What follows belongs to an exercise in optimizing a design on an open flow for small area, a short achievable clock period and few clock cycles; a production flow would make more cautious choices.
In this exercise RTL edits were held to simulation tests only and were not proved equivalent to the original.
Power is estimated from default activity; no workload was simulated.

File: flow/design.v
module tia_render (
    input  wire        clk,
    input  wire        rst,
    input  wire        cmd_valid,
    output wire        cmd_ready,
    input  wire [2:0]  cmd_op,
    input  wire [5:0]  cmd_addr,
    input  wire [7:0]  cmd_data,
    input  wire [8:0]  cmd_x,       
    input  wire [8:0]  cmd_y,       
    output reg         pix_valid,
    output reg  [8:0]  pix_y,
    output reg  [7:0]  pix_x,
    output reg  [6:0]  pix_color,
    output reg         rd_valid,
    output wire [14:0] rd_data
);
    localparam K_PW = 2'd0;    
    localparam K_R  = 2'd1;    
    localparam K_J  = 2'd2;    
    localparam R_VBLANK = 5'd0,  R_NUSIZ0 = 5'd1,  R_NUSIZ1 = 5'd2,  R_COLUP0 = 5'd3;
    localparam R_COLUP1 = 5'd4,  R_COLUPF = 5'd5,  R_COLUBK = 5'd6,  R_CTRLPF = 5'd7;
    localparam R_REFP0  = 5'd8,  R_REFP1  = 5'd9,  R_PF0    = 5'd10, R_PF1    = 5'd11;
    localparam R_PF2    = 5'd12, R_GRP0   = 5'd13, R_GRP1   = 5'd14, R_ENAM0  = 5'd15;
    localparam R_ENAM1  = 5'd16, R_ENABL  = 5'd17, R_VDELP0 = 5'd18, R_VDELP1 = 5'd19;
    localparam R_VDELBL = 5'd20, R_RESMP0 = 5'd21, R_RESMP1 = 5'd22;
    localparam R_POS    = 5'd24;  
    localparam R_RD     = 5'd30;  
    localparam R_CLR    = 5'd31;  
    function gt18;
        input [17:0] a;
        input [17:0] b;
        reg   [17:0] g, e;
        integer      w, i;
        begin
            for (i = 0; i < 18; i = i + 1) begin
                g[i] = a[i] & ~b[i];
                e[i] = ~(a[i] ^ b[i]);
            end
            for (w = 1; w < 18; w = w * 2)
                for (i = 17; i >= w; i = i - 1)
                    if (((17 - i) % (2 * w)) == 0) begin
                        g[i] = g[i] | (e[i] & g[i-w]);
                        e[i] = e[i] & e[i-w];
                    end
            gt18 = g[17];
        end
    endfunction
    reg       in_ok;
    reg [1:0] in_k;
    reg [9:0] in_a;
    reg [7:0] in_b;
    reg [4:0] in_idx;
    reg       in_reg;
    wire       in_xle0 = cmd_x[8] || (cmd_x[7:0] == 8'd0);
    wire       in_xbig = !cmd_x[8] && (cmd_x[7:0] > 8'd160);
    wire [7:0] in_bcol = (in_xle0 || in_xbig) ? 8'd159 : cmd_x[7:0] - 8'd1;
    wire [9:0] in_brow = in_xle0 ? {1'b0, cmd_y} - 10'd1 : {1'b0, cmd_y};
    wire [7:0] in_sp = (cmd_data >= 8'd160) ? cmd_data - 8'd160 : cmd_data;
    always @(*) begin
        in_reg = 1'b1;
        in_idx = 5'd0;
        case (cmd_addr)
            6'h01: in_idx = R_VBLANK;
            6'h04: in_idx = R_NUSIZ0;
            6'h05: in_idx = R_NUSIZ1;
            6'h06: in_idx = R_COLUP0;
            6'h07: in_idx = R_COLUP1;
            6'h08: in_idx = R_COLUPF;
            6'h09: in_idx = R_COLUBK;
            6'h0A: in_idx = R_CTRLPF;
            6'h0B: in_idx = R_REFP0;
            6'h0C: in_idx = R_REFP1;
            6'h0D: in_idx = R_PF0;
            6'h0E: in_idx = R_PF1;
            6'h0F: in_idx = R_PF2;
            6'h1B: in_idx = R_GRP0;
            6'h1C: in_idx = R_GRP1;
            6'h1D: in_idx = R_ENAM0;
            6'h1E: in_idx = R_ENAM1;
            6'h1F: in_idx = R_ENABL;
            6'h25: in_idx = R_VDELP0;
            6'h26: in_idx = R_VDELP1;
            6'h27: in_idx = R_VDELBL;
            6'h28: in_idx = R_RESMP0;
            6'h29: in_idx = R_RESMP1;
            default: in_reg = 1'b0;
        endcase
    end
    always @(*) begin
        in_ok = 1'b0;
        in_k  = K_PW;
        in_a  = {5'd0, in_idx};
        in_b  = cmd_data;
        case (cmd_op)
            3'd0: begin
                if (cmd_addr == 6'h2C) begin
                    in_ok = 1'b1;
                    in_a  = {5'd0, R_CLR};
                end else begin
                    in_ok = in_reg;
                end
            end
            3'd1: begin
                in_ok = (cmd_addr[2:0] < 3'd5);
                in_a  = {5'd0, R_POS + {2'b00, cmd_addr[2:0]}};
                in_b  = in_sp;
            end
            3'd2: begin
                in_ok = 1'b1;
                in_k  = K_R;
                in_a  = in_brow;
                in_b  = in_bcol;
            end
            3'd3: begin
                in_ok = 1'b1;
                in_k  = K_J;
                in_a  = in_brow;
                in_b  = in_bcol;
            end
            3'd4: begin
                in_ok = 1'b1;
                in_a  = {5'd0, R_RD};
            end
            default: ;
        endcase
    end
    reg       ir_valid;
    reg [1:0] ir_k;
    reg [9:0] ir_a;
    reg       ready_r;
    reg [7:0] ir_b;
    reg       pw_valid, pw_ph2;
    reg [4:0] pw_idx;
    reg [7:0] pw_d;
    reg [9:0] e_row;
    reg [7:0] e_col;
    reg [9:0] p_row;
    reg [7:0] p_col;
    reg       active, last;
    reg       vblank1;
    reg [5:0] nusiz0, nusiz1;      
    reg       ctrl_ref;
    reg [1:0] ctrl_bsz;
    reg       refp0, refp1;
    reg [3:0] pf0;
    reg [7:0] pf1, pf2;
    reg [7:0] grp0, grp1, pgrp0, pgrp1;
    reg       enam0, enam1, enabl, penabl;
    reg       vdelp0, vdelp1, vdelbl;
    reg       resmp0, resmp1;
    reg [7:0] pos0, pos1, pos2, pos3, pos4;
    reg [6:0] colup0, colup1, colupf, colubk;
    reg       ctrl_score, ctrl_prio;
    reg [14:0] cx;
    wire [9:0] ei_row = (e_col == 8'd159) ? e_row + 10'd1 : e_row;
    wire [7:0] ei_col = (e_col == 8'd159) ? 8'd0 : e_col + 8'd1;
    wire [9:0] bm_row = ir_a;
    wire [7:0] bm_col = ir_b;
    wire bm_gt = gt18({~bm_row[9], bm_row[8:0], bm_col}, {~p_row[9], p_row[8:0], p_col});
    wire ir_R = ir_valid && (ir_k == K_R);
    wire ir_J = ir_valid && (ir_k == K_J);
    wire ir_P = ir_valid && (ir_k == K_PW);
    wire pw_col   = (pw_idx >= R_COLUP0) && (pw_idx <= R_CTRLPF);
    wire ir_col   = (ir_a[4:0] >= R_COLUP0) && (ir_a[4:0] <= R_CTRLPF);
    wire pw_free  = !pw_valid || pw_ph2 || (last && !pw_col);
    wire load     = ir_R && bm_gt && last;
    wire jump     = ir_J && last;
    wire advance  = active && !last;
    wire pw_apply = pw_valid && !pw_ph2 && last;
    wire ir_cons = ir_P ? pw_free : (ir_R ? (last || !bm_gt) : (ir_J ? last : 1'b0));
    assign cmd_ready = ready_r;
    wire take = cmd_valid && ready_r;
    wire eq_bm = (ei_row == bm_row) && (ei_col == bm_col);
    wire eq_p  = (ei_row == p_row) && (ei_col == p_col);
    wire ir_valid_n = take ? in_ok : (ir_valid && !ir_cons);
    wire ir_pw_n    = take ? (in_k == K_PW) : (ir_k == K_PW);
    wire pw_fill    = ir_P && pw_free;
    wire pw_valid_n = pw_fill || (pw_valid && !pw_ph2 && !(pw_apply && !pw_col));
    wire pw_ph2_n   = !pw_fill && pw_apply && pw_col;
    wire pw_col_n   = pw_fill ? ir_col : pw_col;
    wire last_n     = load ? eq_bm : (advance ? eq_p : 1'b1);
    wire pw_free_n  = !pw_valid_n || pw_ph2_n || (last_n && !pw_col_n);
    wire ready_n    = !ir_valid_n || (ir_pw_n ? pw_free_n : last_n);
    always @(posedge clk) begin
        if (rst) begin
            ir_valid <= 1'b0;
            ready_r  <= 1'b1;
            pw_valid <= 1'b0;
            pw_ph2   <= 1'b0;
            e_row    <= 10'h3FF;
            e_col    <= 8'd159;
            p_row    <= 10'h3FF;
            p_col    <= 8'd159;
            active   <= 1'b0;
            last     <= 1'b1;
        end else begin
            ir_valid <= ir_valid_n;
            ready_r  <= ready_n;
            pw_valid <= pw_valid_n;
            pw_ph2   <= pw_ph2_n;
            if (load || advance) begin
                e_row <= ei_row;
                e_col <= ei_col;
            end else if (jump) begin
                e_row <= bm_row;
                e_col <= bm_col;
            end
            if (load || jump) begin
                p_row <= bm_row;
                p_col <= bm_col;
            end
            active <= load || advance;
            last   <= last_n;
        end
    end
    always @(posedge clk) begin
        if (take) begin
            ir_k <= in_k;
            ir_a <= in_a;
            ir_b <= in_b;
        end
        if (pw_fill) begin
            pw_idx <= ir_a[4:0];
            pw_d   <= ir_b;
        end
    end
    wire       w1  = pw_apply;
    wire       w2  = pw_valid && pw_ph2;
    wire [7:0] wd  = rst ? 8'd0 : pw_d;
    always @(posedge clk) begin
        if (rst || (w1 && pw_idx == R_VBLANK)) vblank1 <= wd[1];
        if (rst || (w1 && pw_idx == R_NUSIZ0)) nusiz0 <= {wd[5:4], 1'b0, wd[2:0]};
        if (rst || (w1 && pw_idx == R_NUSIZ1)) nusiz1 <= {wd[5:4], 1'b0, wd[2:0]};
        if (rst || (w1 && pw_idx == R_CTRLPF)) begin ctrl_ref <= wd[0]; ctrl_bsz <= wd[5:4]; end
        if (rst || (w1 && pw_idx == R_REFP0))  refp0 <= wd[3];
        if (rst || (w1 && pw_idx == R_REFP1))  refp1 <= wd[3];
        if (rst || (w1 && pw_idx == R_PF0))    pf0 <= wd[7:4];
        if (rst || (w1 && pw_idx == R_PF1))    pf1 <= wd;
        if (rst || (w1 && pw_idx == R_PF2))    pf2 <= wd;
        if (rst || (w1 && pw_idx == R_GRP0))   grp0 <= wd;
        if (rst || (w1 && pw_idx == R_GRP1))   grp1 <= wd;
        if (rst || (w1 && pw_idx == R_GRP1))   pgrp0 <= rst ? 8'd0 : grp0;
        if (rst || (w1 && pw_idx == R_GRP0))   pgrp1 <= rst ? 8'd0 : grp1;
        if (rst || (w1 && pw_idx == R_ENAM0))  enam0 <= wd[1];
        if (rst || (w1 && pw_idx == R_ENAM1))  enam1 <= wd[1];
        if (rst || (w1 && pw_idx == R_ENABL))  enabl <= wd[1];
        if (rst || (w1 && pw_idx == R_ENABL))  penabl <= rst ? 1'b0 : enabl;
        if (rst || (w1 && pw_idx == R_VDELP0)) vdelp0 <= wd[0];
        if (rst || (w1 && pw_idx == R_VDELP1)) vdelp1 <= wd[0];
        if (rst || (w1 && pw_idx == R_VDELBL)) vdelbl <= wd[0];
        if (rst || (w1 && pw_idx == R_RESMP0)) resmp0 <= wd[1];
        if (rst || (w1 && pw_idx == R_RESMP1)) resmp1 <= wd[1];
        if (rst || (w1 && pw_idx == R_POS + 5'd0)) pos0 <= wd;
        if (rst || (w1 && pw_idx == R_POS + 5'd1)) pos1 <= wd;
        if (rst || (w1 && pw_idx == R_POS + 5'd2)) pos2 <= wd;
        if (rst || (w1 && pw_idx == R_POS + 5'd3)) pos3 <= wd;
        if (rst || (w1 && pw_idx == R_POS + 5'd4)) pos4 <= wd;
        if (rst || (w2 && pw_idx == R_COLUP0)) colup0 <= wd[7:1];
        if (rst || (w2 && pw_idx == R_COLUP1)) colup1 <= wd[7:1];
        if (rst || (w2 && pw_idx == R_COLUPF)) colupf <= wd[7:1];
        if (rst || (w2 && pw_idx == R_COLUBK)) colubk <= wd[7:1];
        if (rst || (w2 && pw_idx == R_CTRLPF)) begin ctrl_score <= wd[1]; ctrl_prio <= wd[2]; end
    end
    function [8:0] dsub;
        input [7:0] c;
        input [7:0] p;
        input       m;
        reg   [7:0] g, t, gg, tt;
        integer     i;
        begin
            for (i = 0; i < 8; i = i + 1) begin
                g[i] = c[i] & ~p[i];
                t[i] = ~(c[i] ^ p[i]);
            end
            g[0] = g[0] | (t[0] & !m);
            gg = g;
            tt = t;
            for (i = 1; i < 8; i = i + 2) begin
                gg[i] = g[i] | (t[i] & g[i-1]);
                tt[i] = t[i] & t[i-1];
            end
            g = gg;
            t = tt;
            for (i = 2; i < 8; i = i + 4) begin
                gg[i]   = g[i]   | (t[i]   & g[i-1]);
                tt[i]   = t[i]   & t[i-1];
                gg[i+1] = g[i+1] | (t[i+1] & g[i-1]);
                tt[i+1] = t[i+1] & t[i-1];
            end
            g = gg;
            t = tt;
            for (i = 4; i < 8; i = i + 1)
                gg[i] = g[i] | (t[i] & g[3]);
            dsub[0] = ~(c[0] ^ p[0]) ^ !m;
            for (i = 1; i < 8; i = i + 1)
                dsub[i] = ~(c[i] ^ p[i]) ^ gg[i-1];
            dsub[8] = !gg[7];
        end
    endfunction
    function blk;
        input [5:0] h;
        input [4:0] b;
        begin
            blk = (h == {1'b0, b}) || (h == {1'b0, b} + 6'd44);
        end
    endfunction
    function copy_blk;
        input [5:0] h;
        input [2:0] k;
        begin
            case (k)
                3'd1: copy_blk = blk(h, 5'd0) || blk(h, 5'd2);
                3'd2: copy_blk = blk(h, 5'd0) || blk(h, 5'd4);
                3'd3: copy_blk = blk(h, 5'd0) || blk(h, 5'd2) || blk(h, 5'd4);
                3'd4: copy_blk = blk(h, 5'd0) || blk(h, 5'd8);
                3'd6: copy_blk = blk(h, 5'd0) || blk(h, 5'd4) || blk(h, 5'd8);
                default: copy_blk = blk(h, 5'd0);
            endcase
        end
    endfunction
    function pl_hit;
        input [8:0] r;
        input [2:0] k;
        input [7:0] g;
        input       refl;
        reg         inr;
        reg   [2:0] j;
        begin
            if (k == 3'd5)
                inr = blk(r[8:3], 5'd0) || blk(r[8:3], 5'd1);
            else if (k == 3'd7)
                inr = blk(r[8:3], 5'd0) || blk(r[8:3], 5'd1) ||
                      blk(r[8:3], 5'd2) || blk(r[8:3], 5'd3);
            else
                inr = copy_blk(r[8:3], k);
            j = (k == 3'd5) ? r[3:1] : ((k == 3'd7) ? r[4:2] : r[2:0]);
            pl_hit = inr && g[refl ? j : ~j];
        end
    endfunction
    function narrow;
        input [2:0] lo;
        input [1:0] s;
        begin
            case (s)
                2'd0: narrow = (lo == 3'd0);
                2'd1: narrow = (lo[2:1] == 2'd0);
                2'd2: narrow = !lo[2];
                default: narrow = 1'b1;
            endcase
        end
    endfunction
    wire [8:0] d_p0 = dsub(e_col, pos0, nusiz0[2] & nusiz0[0]);
    wire [8:0] d_p1 = dsub(e_col, pos1, nusiz1[2] & nusiz1[0]);
    wire [8:0] d_m0 = dsub(e_col, pos2, 1'b0);
    wire [8:0] d_m1 = dsub(e_col, pos3, 1'b0);
    wire [8:0] d_bl = dsub(e_col, pos4, 1'b0);
    wire [7:0] g0 = vdelp0 ? pgrp0 : grp0;
    wire [7:0] g1 = vdelp1 ? pgrp1 : grp1;
    wire       eb = vdelbl ? penabl : enabl;
    wire [19:0] pf_bits = {pf2[7], pf2[6], pf2[5], pf2[4], pf2[3], pf2[2], pf2[1], pf2[0],
                           pf1[0], pf1[1], pf1[2], pf1[3], pf1[4], pf1[5], pf1[6], pf1[7],
                           pf0[3], pf0[2], pf0[1], pf0[0]};
    wire [5:0]  q      = e_col[7:2];
    wire        right  = (e_col >= 8'd80);
    wire [4:0]  pf_idx = !right ? q[4:0] : (ctrl_ref ? 6'd39 - q : q - 6'd20);
    wire vis = active && !vblank1 && !rst;
    wire on_pf = vis && pf_bits[pf_idx];
    wire on_p0 = vis && pl_hit(d_p0, nusiz0[2:0], g0, refp0);
    wire on_p1 = vis && pl_hit(d_p1, nusiz1[2:0], g1, refp1);
    wire on_m0 = vis && enam0 && !resmp0 && copy_blk(d_m0[8:3], nusiz0[2:0]) && narrow(d_m0[2:0], nusiz0[5:4]);
    wire on_m1 = vis && enam1 && !resmp1 && copy_blk(d_m1[8:3], nusiz1[2:0]) && narrow(d_m1[2:0], nusiz1[5:4]);
    wire on_bl = vis && eb && blk(d_bl[8:3], 5'd0) && narrow(d_bl[2:0], ctrl_bsz);
    reg       s2_pe, s2_rd, s2_clr, s2_right, s2_blank;
    reg [8:0] s2_row;
    reg [7:0] s2_col;
    reg       s2_p0, s2_p1, s2_m0, s2_m1, s2_bl, s2_pf;
    always @(posedge clk) begin
        if (rst) begin
            s2_pe  <= 1'b0;
            s2_rd  <= 1'b0;
            s2_clr <= 1'b0;
        end else begin
            s2_pe  <= active && (e_row < 10'd262);
            s2_rd  <= pw_apply && (pw_idx == R_RD);
            s2_clr <= pw_apply && (pw_idx == R_CLR);
        end
        s2_row   <= e_row[8:0];
        s2_col   <= e_col;
        s2_right <= right;
        s2_blank <= vblank1;
        s2_p0 <= on_p0;
        s2_p1 <= on_p1;
        s2_m0 <= on_m0;
        s2_m1 <= on_m1;
        s2_bl <= on_bl;
        s2_pf <= on_pf;
    end
    wire [14:0] hits = {
        s2_m0 & s2_m1,    
        s2_p0 & s2_p1,    
        s2_bl & s2_pf,    
        s2_m1 & s2_bl,    
        s2_m1 & s2_pf,    
        s2_m0 & s2_bl,    
        s2_m0 & s2_pf,    
        s2_p1 & s2_bl,    
        s2_p1 & s2_pf,    
        s2_p0 & s2_bl,    
        s2_p0 & s2_pf,    
        s2_m1 & s2_p1,    
        s2_m1 & s2_p0,    
        s2_m0 & s2_p0,    
        s2_m0 & s2_p1     
    };
    wire [6:0] c_pf = ctrl_score ? (s2_right ? colup1 : colup0) : colupf;
    wire       a0   = s2_p0 | s2_m0;
    wire       a1   = s2_p1 | s2_m1;
    reg [6:0] comp;
    always @(*) begin
        if (s2_blank)
            comp = 7'd0;
        else if (!ctrl_prio) begin
            if (a0)         comp = colup0;
            else if (a1)    comp = colup1;
            else if (s2_bl) comp = colupf;
            else if (s2_pf) comp = c_pf;
            else            comp = colubk;
        end else begin
            if (s2_bl)      comp = colupf;
            else if (s2_pf) comp = c_pf;
            else if (a0)    comp = colup0;
            else if (a1)    comp = colup1;
            else            comp = colubk;
        end
    end
    assign rd_data = cx;
    always @(posedge clk) begin
        if (rst) begin
            pix_valid <= 1'b0;
            rd_valid  <= 1'b0;
            cx        <= 15'd0;
        end else begin
            pix_valid <= s2_pe;
            rd_valid  <= s2_rd;
            cx        <= s2_clr ? 15'd0 : (cx | hits);
        end
        pix_y     <= s2_row;
        pix_x     <= s2_col;
        pix_color <= comp;
    end
endmodule
File: flow/run.sh
#!/bin/bash
# synth_recipe.tcl (not shown) runs the flow's synth.tcl, then flattens the netlist and writes it again
# the make line also repeats each setting of config.mk as NAME=value (left out here)
make -C /OpenROAD-flow-scripts/flow DESIGN_CONFIG=/design/flow/config.mk WORK_HOME=/design/flow/orfs CLKGATE_MAP_FILE= SYNTH_SCRIPT=/design/flow/synth_recipe.tcl finish
File: flow/config.mk
export PLATFORM = sky130hd
export DESIGN_NAME = tia_render
export DESIGN_NICKNAME = tia_render
export VERILOG_FILES = /design/flow/design.v
export SDC_FILE = /design/flow/constraint.sdc
export NUM_CORES = 4
export LEC_CHECK = 0
export ABC_AREA = 1
export CAP_MARGIN = 20
export CORE_MARGIN = 2
export CORE_UTILIZATION = 40
export CTS_BUF_LIST = sky130_fd_sc_hd__clkbuf_8
export CTS_CLUSTER_DIAMETER = 50
export CTS_CLUSTER_SIZE = 12
export SETUP_SLACK_MARGIN = 5
export SLEW_MARGIN = 20
File: flow/constraint.sdc
create_clock -name core_clock -period 8.0 [get_ports {clk}]
set_input_delay 1.6000 -clock core_clock [delete_from_list [all_inputs] [get_ports {clk}]]
set_output_delay 1.6000 -clock core_clock [all_outputs]
set_load 0.01 [all_outputs]
==> notes.md <==
- Min Tclk post-route: 2.96 ns
- Top cell type's share of synthesized area: 36.0%
- Final setup viols: 0
- All-Layer GR Usage: 18.8%
- Ratio of cells with drive above 1 in the final layout: 10.2%
- Cell variety after synth: 51
- Hold Path End: pix_x[7]
- Finished Core Util: 47.7%
- Critical path endpoint category: flip-flop
- Vias: 11708
- Max Freq: 0.337 GHz
- FF+latch count, synth: 291
- Pin count of the biggest net entering global routing: 55
- Post-Syn Nets: 1844
- RSZ-0062 raised after global routing: yes
- Die height: 198 um
- Initial antenna violation count: 0
- Ant diodes: 0
- Reg2reg setup slack: 5.04 ns
- Yosys top cell by area: edfxtp_1
- Drt wl/cell: 15.9 um
- Peak supply drop: 0.0949 mV
- WP data required: 8.50 ns
- FF-to-FF path depth: 14
- Setup TNS: 0 ns
- Port bufs: 79
- H-tree levels: 2
- DR iter-0 viols: 869
- Hold Crit Depth: 0
- Starting Density: 40.8%
- Slew margin rel.: 27.4%
- CP Launch Type: flip-flop
- Core area: 36800 um^2
- Final Max Slew Viols: 0
- Clock Latency Late Sink: 0.57 ns
- Antenna Nets Post-Route: 0
- Max_cap viols: 0
- Site Rows: 70
- Post-synth EDFFs: 180
- DRT Wirelength: 37100 um
- Gr ovfl total: 0
- Fillcell total: 3541
- Hold buffer count at CTS: 0
- Hold Crit Class: reg -> reg
- Status: complete, no violations
- Critical path class: reg -> reg
- GPL Wtd Cong: 0.885
- Post-DP HPWL: 26000 um
- Synth top area cells: edfxtp_1, dfxtp_1, nand2_1
- Final hold vios: 0
- Clk Tree Root Cell: clkbuf_8
- Global-route wire length before repair: 58000 um
- Worst Clk Skew: 0.0406 ns
- R2r endpoint: s2_p1
- CTS tree: built
- Cell count after synthesis: 1725
- Syn Std Cell Area: 15000 um^2
- Layout area overhead: 16.9%
- Critical path arrival: 3.46 ns
- Pwr dens: 196 nW/um^2
- Leak pwr: 8.13 nW
- Drt pass-1 iters: 5
- Maximum root-to-sink buffer count: 3
- Yosys warning count: 1
- Die W: 198 um
- FF-to-FF Start: nusiz1[0]
- CTS sink count: 291
- DRC Markers: 0
- Nets: 1958
- Boundary pin count: 80
- DIE AREA: 39100 um^2
- Tcrit/Tclk final: 37.1%
- Vias per Instance: 5.02
- Hold Path Origin: s2_col[7]
- CTS clk-pin slew, worst paths: 0.09 ns
- Slew of the pin with the lowest slew margin: 1.09 ns
- CP max FO: 4
- Sequential fraction of the synthesis area: 50.8%
- Synth async-reset ratio: 0%
- Number of global-route vias before repair: 11102
- Syn Area/Cell: 8.71 um^2
- Main synth FF type: edfxtp_1
- Clock buffer count from CTS: 37
==> worst max-delay path: stages (launching register included) <==
cell	delay [ns]
edfxtp_1	0.44
nand2_4	0.08
fa_2	0.35
fa_2	0.38
fa_1	0.45
inv_2	0.08
nand2_1	0.05
o211ai_1	0.15
xor2_1	0.30
nand2_1	0.10
nand3_1	0.09
nand2_1	0.07
a211oi_2	0.22
nand2_1	0.09
inv_1	0.06
==> kinds of logic (layout without fill, tap and decap cells) <==
| logic type | count (synthesis) | count (layout) | share of synthesized area (%) |
|---|---|---|---|
| AND/OR/NAND/NOR | 698 | 700 | 19.3 |
| buffers and inverters | 320 | 459 | 8.14 |
| flip-flops | 291 | 291 | 50.8 |
| XOR/XNOR | 48 | 48 | 2.80 |
| multiplexers | 17 | 17 | 1.26 |
| adder cells (fa/ha/maj) | 81 | 81 | 7.50 |
| AO/OA/AOI/OAI | 270 | 270 | 10.2 |
==> metal layers <==
metal	GRT usage (%)	part of all wire, %	vias to the layer above
met2	32.9	49	267
li1	-	-	5920
met3	2.33	4.0	59
met5	0	0	-
met1	23.9	44	5462
met4	6.66	3.0	0
==> power by group <==
part | internal [mW] | switching, mW
clock | 0.595 | 0.587
sequential | 1.67 | 0.0506
combinational | 0.200 | 0.345
==> worst max-delay path by stage <==
stage              start  slack [ns]  cells past startpoint  endpoint
3_3_place_gp         rst        4.10                      4   pos3[6]
6_report       nusiz1[0]        5.04                     14     s2_p1
2_1_floorplan   cmd_x[5]        4.93                     12   ir_a[7]
5_1_grt         e_col[4]        4.84                     14     s2_pf
4_1_cts         e_col[5]        4.91                     14     s2_pf
3_5_place_dp         rst        4.09                      4   pos1[0]
==> Yosys cell counts (3+ instances only) <==
master	instances
buf_1	5
buf_2	5
o21ai_0	121
or2_2	8
nor3_1	18
nor4_1	3
fa_1	15
inv_1	285
nand3_1	95
nor2_1	175
nand3b_1	4
xnor2_1	13
nor3b_1	4
o31ai_1	3
edfxtp_1	180
clkbuf_1	19
o211ai_1	18
a211oi_1	3
ha_1	66
o2111ai_1	5
a2111oi_0	3
nand4_1	19
a21oi_1	83
dfxtp_1	111
a31oi_1	3
a22oi_1	3
o22ai_1	8
mux2_2	15
nand2_1	365
xor2_1	35
o221ai_1	3
a221oi_1	6
==> placed cells by master, fill, tap and decap left out, drive strengths merged, types with 5 or more instances in the layout <==
master,instances
buf,26
nand3,96
dlymetal6s2s,7
clkinv,7
clkdlybuf4s50,26
dfxtp,111
a221oi,6
nor3,18
mux2,15
nand2,366
or2,9
nand4,19
fa,15
o2111ai,5
inv,301
edfxtp,180
nor2,177
clkinvlp,5
a21oi,83
xor2,35
dlygate4sd2,45
ha,66
o211ai,18
xnor2,13
o22ai,8
o21ai,122
clkbuf,38
==> area by class of cell <==
type	instances	area (um^2)	share of cell area (%)
Clock buffer	38	523	2.98
Timing Repair inverter	1	5.00	0.0285
Clock inverter	28	272	1.55
Sequential cell	291	7640	43.5
Tap cell	468	586	3.33
Inverter	288	1090	6.23
Multi-Input combinational cell	1116	6500	37.0
Timing Repair Buffer	104	942	5.36
==> through the flow <==
stage          hold slack [ns]  total power [mW]  std cells  setup slack [ns]  cell area (um^2)
3_5_place_dp             0.312              2.26       2245              4.09             16300
4_1_cts                  0.326              3.45       2318              4.91             17200
6_report                 0.325              3.44       2334              5.04             17600
3_3_place_gp             0.311              2.25       2245              4.10             16300
5_1_grt                  0.331              3.62       2334              4.84             17600
2_1_floorplan            0.310              2.11       1725              4.93             15000
==> state kept, by name, summed over array words and instances, names as in the netlist, 9 cells and up <==
register	flops
cx	15
pix_y	9
ir_a	10
e_row	10
s2_row	9
p_row	10
==> timing repair <==
| item | 4_1_cts | 5_1_grt |
|---|---|---|
| pin swaps | 9 | 26 |
| resized for setup | 76 | 57 |
| setup endpoints to repair | 202 | 57 |
| setup buffers | 6 | 13 |
| endpoints found under the hold margin | 0 | 0 |
| gates cloned | 1 | 2 |
Testbench counts, summed over its fixed seeds: cycles 172,451.

[separate check: timing with driven ports]
In the flow no input, the clock included, has a driving cell. The finished layout below was timed again as built, in two steps. Step 1 (the two cells are an assumption about what drives the block):
set clk [get_ports {clk}]
set_driving_cell -lib_cell sky130_fd_sc_hd__clkbuf_16 $clk
set_driving_cell -lib_cell sky130_fd_sc_hd__buf_2 [delete_from_list [all_inputs] $clk]
Step 2 also shifts input and output timing later by t, the mid clock arrival at the registers, as if the neighbouring blocks saw the same clock. Slacks: ideal ports / drivers / drivers and shift; pairs: ideal ports / drivers.
shift t [ns]: 0.597
slack for setup (ns): 5.035 / 5.035 / 4.529
hold slack, ns: 0.325 / 0.325 / 0.325
slew at the worst register clock pin (ns): 0.09 / 0.09
After both steps setup and hold are still met in this run. The setup slack of this run moves by 0.000 ns with the drivers and by -0.506 ns with both steps.
